From an optimization exercise on the open Yosys and OpenROAD flow, aimed at small area, a short achievable clock period and few clock cycles per item; shortcuts taken in it are not production practice. Only simulation tests tie the RTL to the original design; equivalence was not proved.

== run 1 ==
Design ntc_temp, start of the top module:
module ntc_temp (
    input  wire        clk,
    input  wire        rst,
    input  wire        start,
    input  wire [15:0] vref,
    input  wire [15:0] vntc,
    input  wire [31:0] toff,
    output wire        ready,
    output wire        done,
    output reg         err,
    output reg  [31:0] result
);
Size in the first run: ~2100 cells after synthesis, about 100 I/O pins, ~16000 sq um of cells after synthesis.
==> flow/config.mk <==
export PLATFORM = sky130hd
export DESIGN_NAME = ntc_temp
export DESIGN_NICKNAME = ntc_temp
export VERILOG_FILES = /design/flow/design.v
export SDC_FILE = /design/flow/constraint.sdc
export NUM_CORES = 4
export LEC_CHECK = 0
export CAP_MARGIN = 20
export CORE_MARGIN = 2
export CORE_UTILIZATION = 40
export CTS_BUF_LIST = sky130_fd_sc_hd__clkbuf_8
export GPL_ROUTABILITY_DRIVEN = 0
export PLACE_DENSITY = 0.6
export SETUP_SLACK_MARGIN = 5
export SLEW_MARGIN = 20
==> flow/constraint.sdc <==
create_clock -name core_clock -period 11.0 [get_ports {clk}]
set_input_delay 2.2000 -clock core_clock [delete_from_list [all_inputs] [get_ports {clk}]]
set_output_delay 2.2000 -clock core_clock [all_outputs]
set_load 0.01 [all_outputs]
standard.sh (not shown) runs the stock make flow with config.mk's settings and CLKGATE_MAP_FILE= SYNTH_SCRIPT=/design/flow/synth_recipe.tcl, a recipe that flattens the netlist after the stock synthesis.
==> flow/flow/run.sh <==
#!/bin/bash
# Own flow: the standard layout (standard.sh) unchanged, except that the
# port buffers that global placement inserts on every input and output are
# the smallest buffer (buf_1) instead of the resizer's default pick.
set -euo pipefail
sed 's|"\${@:-finish}"|"BUFFER_PORTS_ARGS=-buffer_cell sky130_fd_sc_hd__buf_1" "${@:-finish}"|' standard.sh > standard_buf.sh
grep -q "BUFFER_PORTS_ARGS" standard_buf.sh
bash standard_buf.sh finish > flow_make.log 2>&1
The flow did not stop early for run 1: all stages ran, and the layout cleared the timing, design-rule and antenna checks.
Testbench counts of run 1, summed over its fixed seeds: cycles 75,647, items 1,600.
Input changes introduced in run 2 (baseline for comparison: run 1):
==> flow/flow/run.sh <==
#!/bin/bash
set -euo pipefail
MARGIN=${MARGIN:-7}
sed "s/SETUP_SLACK_MARGIN=5/SETUP_SLACK_MARGIN=${MARGIN}/" standard.sh > standard_margin.sh
grep -q "SETUP_SLACK_MARGIN=${MARGIN}" standard_margin.sh
bash standard_margin.sh finish > flow_make.log 2>&1
diff --git a/flow/config.mk b/flow/config.mk
--- a/flow/config.mk
+++ b/flow/config.mk
@@ -9,6 +9,4 @@
 export CORE_MARGIN = 2
-export CORE_UTILIZATION = 40
-export CTS_BUF_LIST = sky130_fd_sc_hd__clkbuf_8
-export GPL_ROUTABILITY_DRIVEN = 0
-export PLACE_DENSITY = 0.6
+export CORE_UTILIZATION = 50
+export PLACE_DENSITY = 0.8
 export SETUP_SLACK_MARGIN = 5
Findings:
In the flow results for run 1 and run 2, the count of vias placed by the detailed router is larger on run 2.
For run 1, the beginning of the critical path was t[9], unlike run 2, where it was k[0].
Delta (run 2 minus run 1): fraction of the cycle the final worst path needs saw a decrease, endpoint arrival time on the critical path saw little to no change, sequential share of layout area saw a decrease, net count reported at finish saw an increase.
Run 1 has lower global-route usage than run 2.
Run 2 against run 1; maximum frequency is up slightly.
> inputs changed (run 2 -> run 3)
==> flow/flow/run.sh <==
#!/bin/bash
# Own flow: the standard layout (standard.sh) unchanged, except that the
# port buffers that global placement inserts on every input and output are
# the smallest buffer (buf_1) instead of the resizer's default pick.
set -euo pipefail
sed 's|"\${@:-finish}"|"BUFFER_PORTS_ARGS=-buffer_cell sky130_fd_sc_hd__buf_1" "${@:-finish}"|' standard.sh > standard_buf.sh
grep -q "BUFFER_PORTS_ARGS" standard_buf.sh
bash standard_buf.sh finish > flow_make.log 2>&1
diff --git a/flow/config.mk b/flow/config.mk
--- a/flow/config.mk
+++ b/flow/config.mk
@@ -9,4 +9,5 @@
 export CORE_MARGIN = 2
-export CORE_UTILIZATION = 50
-export PLACE_DENSITY = 0.8
+export CORE_UTILIZATION = 40
+export CTS_BUF_LIST = sky130_fd_sc_hd__clkbuf_8
+export PLACE_DENSITY = 0.6
 export SETUP_SLACK_MARGIN = 5
==> summary.txt <==
Run 3 went all the way through the flow, and no timing, DRC or antenna check failed. Compare run 3 and run 2 | non-clock buffer count higher: run 2. Lower flip-flop and latch share of the layout cell area among run 3 and run 2: run 2. First-pass detailed-route iteration total, run 3 and run 2: lower on run 3. For the routed wire length, run 3 came in about 11% lower than run 2 did. For the area occupied by registers, run 3 came in 14 sq um lower than run 2 did. Compare run 3 and run 2 | floorplan row count lower: run 2. Summary — actual slew at the worst max-slew pin, run 3 relative to run 2: lower, by 46 ps.
> inputs changed (run 3 -> run 4)
==> flow/run.sh (new file) <==
#!/bin/bash
# synth_recipe.tcl (not shown) runs the flow's synth.tcl, then flattens the netlist and writes it again
# the make line also repeats each setting of config.mk as NAME=value (left out here)
make -C /OpenROAD-flow-scripts/flow DESIGN_CONFIG=/design/flow/config.mk WORK_HOME=/design/flow/orfs CLKGATE_MAP_FILE= SYNTH_SCRIPT=/design/flow/synth_recipe.tcl finish
removed: flow/flow/run.sh
removed: flow/standard.sh
==> summary.txt <==
Run 4 was carried through to the last stage, and its layout satisfied the timing, design-rule and antenna checks. The flow did not stop early for run 3: all stages ran, and the layout cleared the timing, design-rule and antenna checks. Lower post-route worst setup slack goes to run 3 over run 4. Comparing run 4 and run 3, the lower routing usage on met1 is on run 3. Compared with run 3, in run 4 post-route minimum period fell by 24 ps; worst hold slack fell by 6.8 ps. Clock network latency to the later pin of the worst-skew pair: run 4 and run 3 compared, higher one is run 4. Post-synthesis share of cell area spent on xor and xnor gates came out exactly the same in run 4 and run 3. Run 4 against run 3: final period utilization lost 0.22 points. Compared run 3 against run 4; synthesized-area fraction occupied by ao, oa, aoi and oai cells within noise.
Setup changes, run 4 to run 5
diff --git a/flow/config.mk b/flow/config.mk
--- a/flow/config.mk
+++ b/flow/config.mk
@@ -10,3 +10,4 @@
 export CORE_UTILIZATION = 40
-export CTS_BUF_LIST = sky130_fd_sc_hd__clkbuf_8
+export CTS_BUF_LIST = sky130_fd_sc_hd__clkbuf_4 sky130_fd_sc_hd__clkbuf_8
+export CTS_CLUSTER_SIZE = 30
 export PLACE_DENSITY = 0.6
Results
Looking at first-pass iteration count of the detailed router, run 5 sits 1 above run 4. On utilization after layout, run 5 and run 4 are neck and neck. Run 5 against run 4: worst path setup slack after routing ~0 delta, total vias in the final route neither gained nor lost much.
Inputs modified between run 5 and run 6:
diff --git a/flow/config.mk b/flow/config.mk
--- a/flow/config.mk
+++ b/flow/config.mk
@@ -7,2 +7,3 @@
 export LEC_CHECK = 0
+export ABC_AREA = 1
 export CAP_MARGIN = 20
@@ -10,4 +11,3 @@
 export CORE_UTILIZATION = 40
-export CTS_BUF_LIST = sky130_fd_sc_hd__clkbuf_4 sky130_fd_sc_hd__clkbuf_8
-export CTS_CLUSTER_SIZE = 30
+export CTS_BUF_LIST = sky130_fd_sc_hd__clkbuf_8
 export PLACE_DENSITY = 0.6
## What came out
- Diff run 6 and run 5: area fraction in compound gates after synthesis higher in run 5
- In the metrics for run 6 and run 5, the one carrying the higher non-clock buffer count is run 5.
- Taking run 6 over run 5, the wire length ratio works out to 1.3.
- Looking at run 6 and run 5, the maximum cell stage delay along the critical path is a wash.
- Global-route met1 utilization: run 6 and run 5 compared, lower one is run 5
- Effective utilization at floorplan: run 6 and run 5 compared, higher one is run 6
- Compared with run 5, in run 6 fraction of area in clock buffers and inverters barely changed.
- Diff run 5 -> run 6: worst-case setup slack after placement shows an increase of 480 ps, sequential area share after synthesis moved down.

==> separate check: timing with driven ports <==
No port has a modelled driver above. Below, the same layouts with a new extraction and two added sets of constraints.
Step 1 assumes that a clkbuf_16 drives the clock port and a buf_2 every other input.
Step 2, shift: input delay + t, output delay - t, t = (earliest + latest rising clock arrival at the registers) / 2. This alone moves slack from input paths to output paths.
a / b / c = no drivers / after step 1 / after step 2; a / b = the first two.
run | shift t [ns] | setup slack, ns | hold WS [ns]
run 1 | 0.576 | 5.068 / 5.068 / 5.068 | 0.477 / 0.477 / 0.477
run 2 | 0.531 | 5.168 / 5.168 / 5.168 | 0.464 / 0.464 / 0.464
run 3 | 0.581 | 5.150 / 5.150 / 5.150 | 0.473 / 0.473 / 0.473
run 4 | 0.645 | 5.174 / 5.174 / 5.174 | 0.466 / 0.466 / 0.466
run 5 | 0.645 | 5.174 / 5.174 / 5.174 | 0.466 / 0.466 / 0.466
run 6 | 0.625 | 5.194 / 5.194 / 5.194 | 0.443 / 0.443 / 0.443
After both steps setup and hold are still met in every run listed.
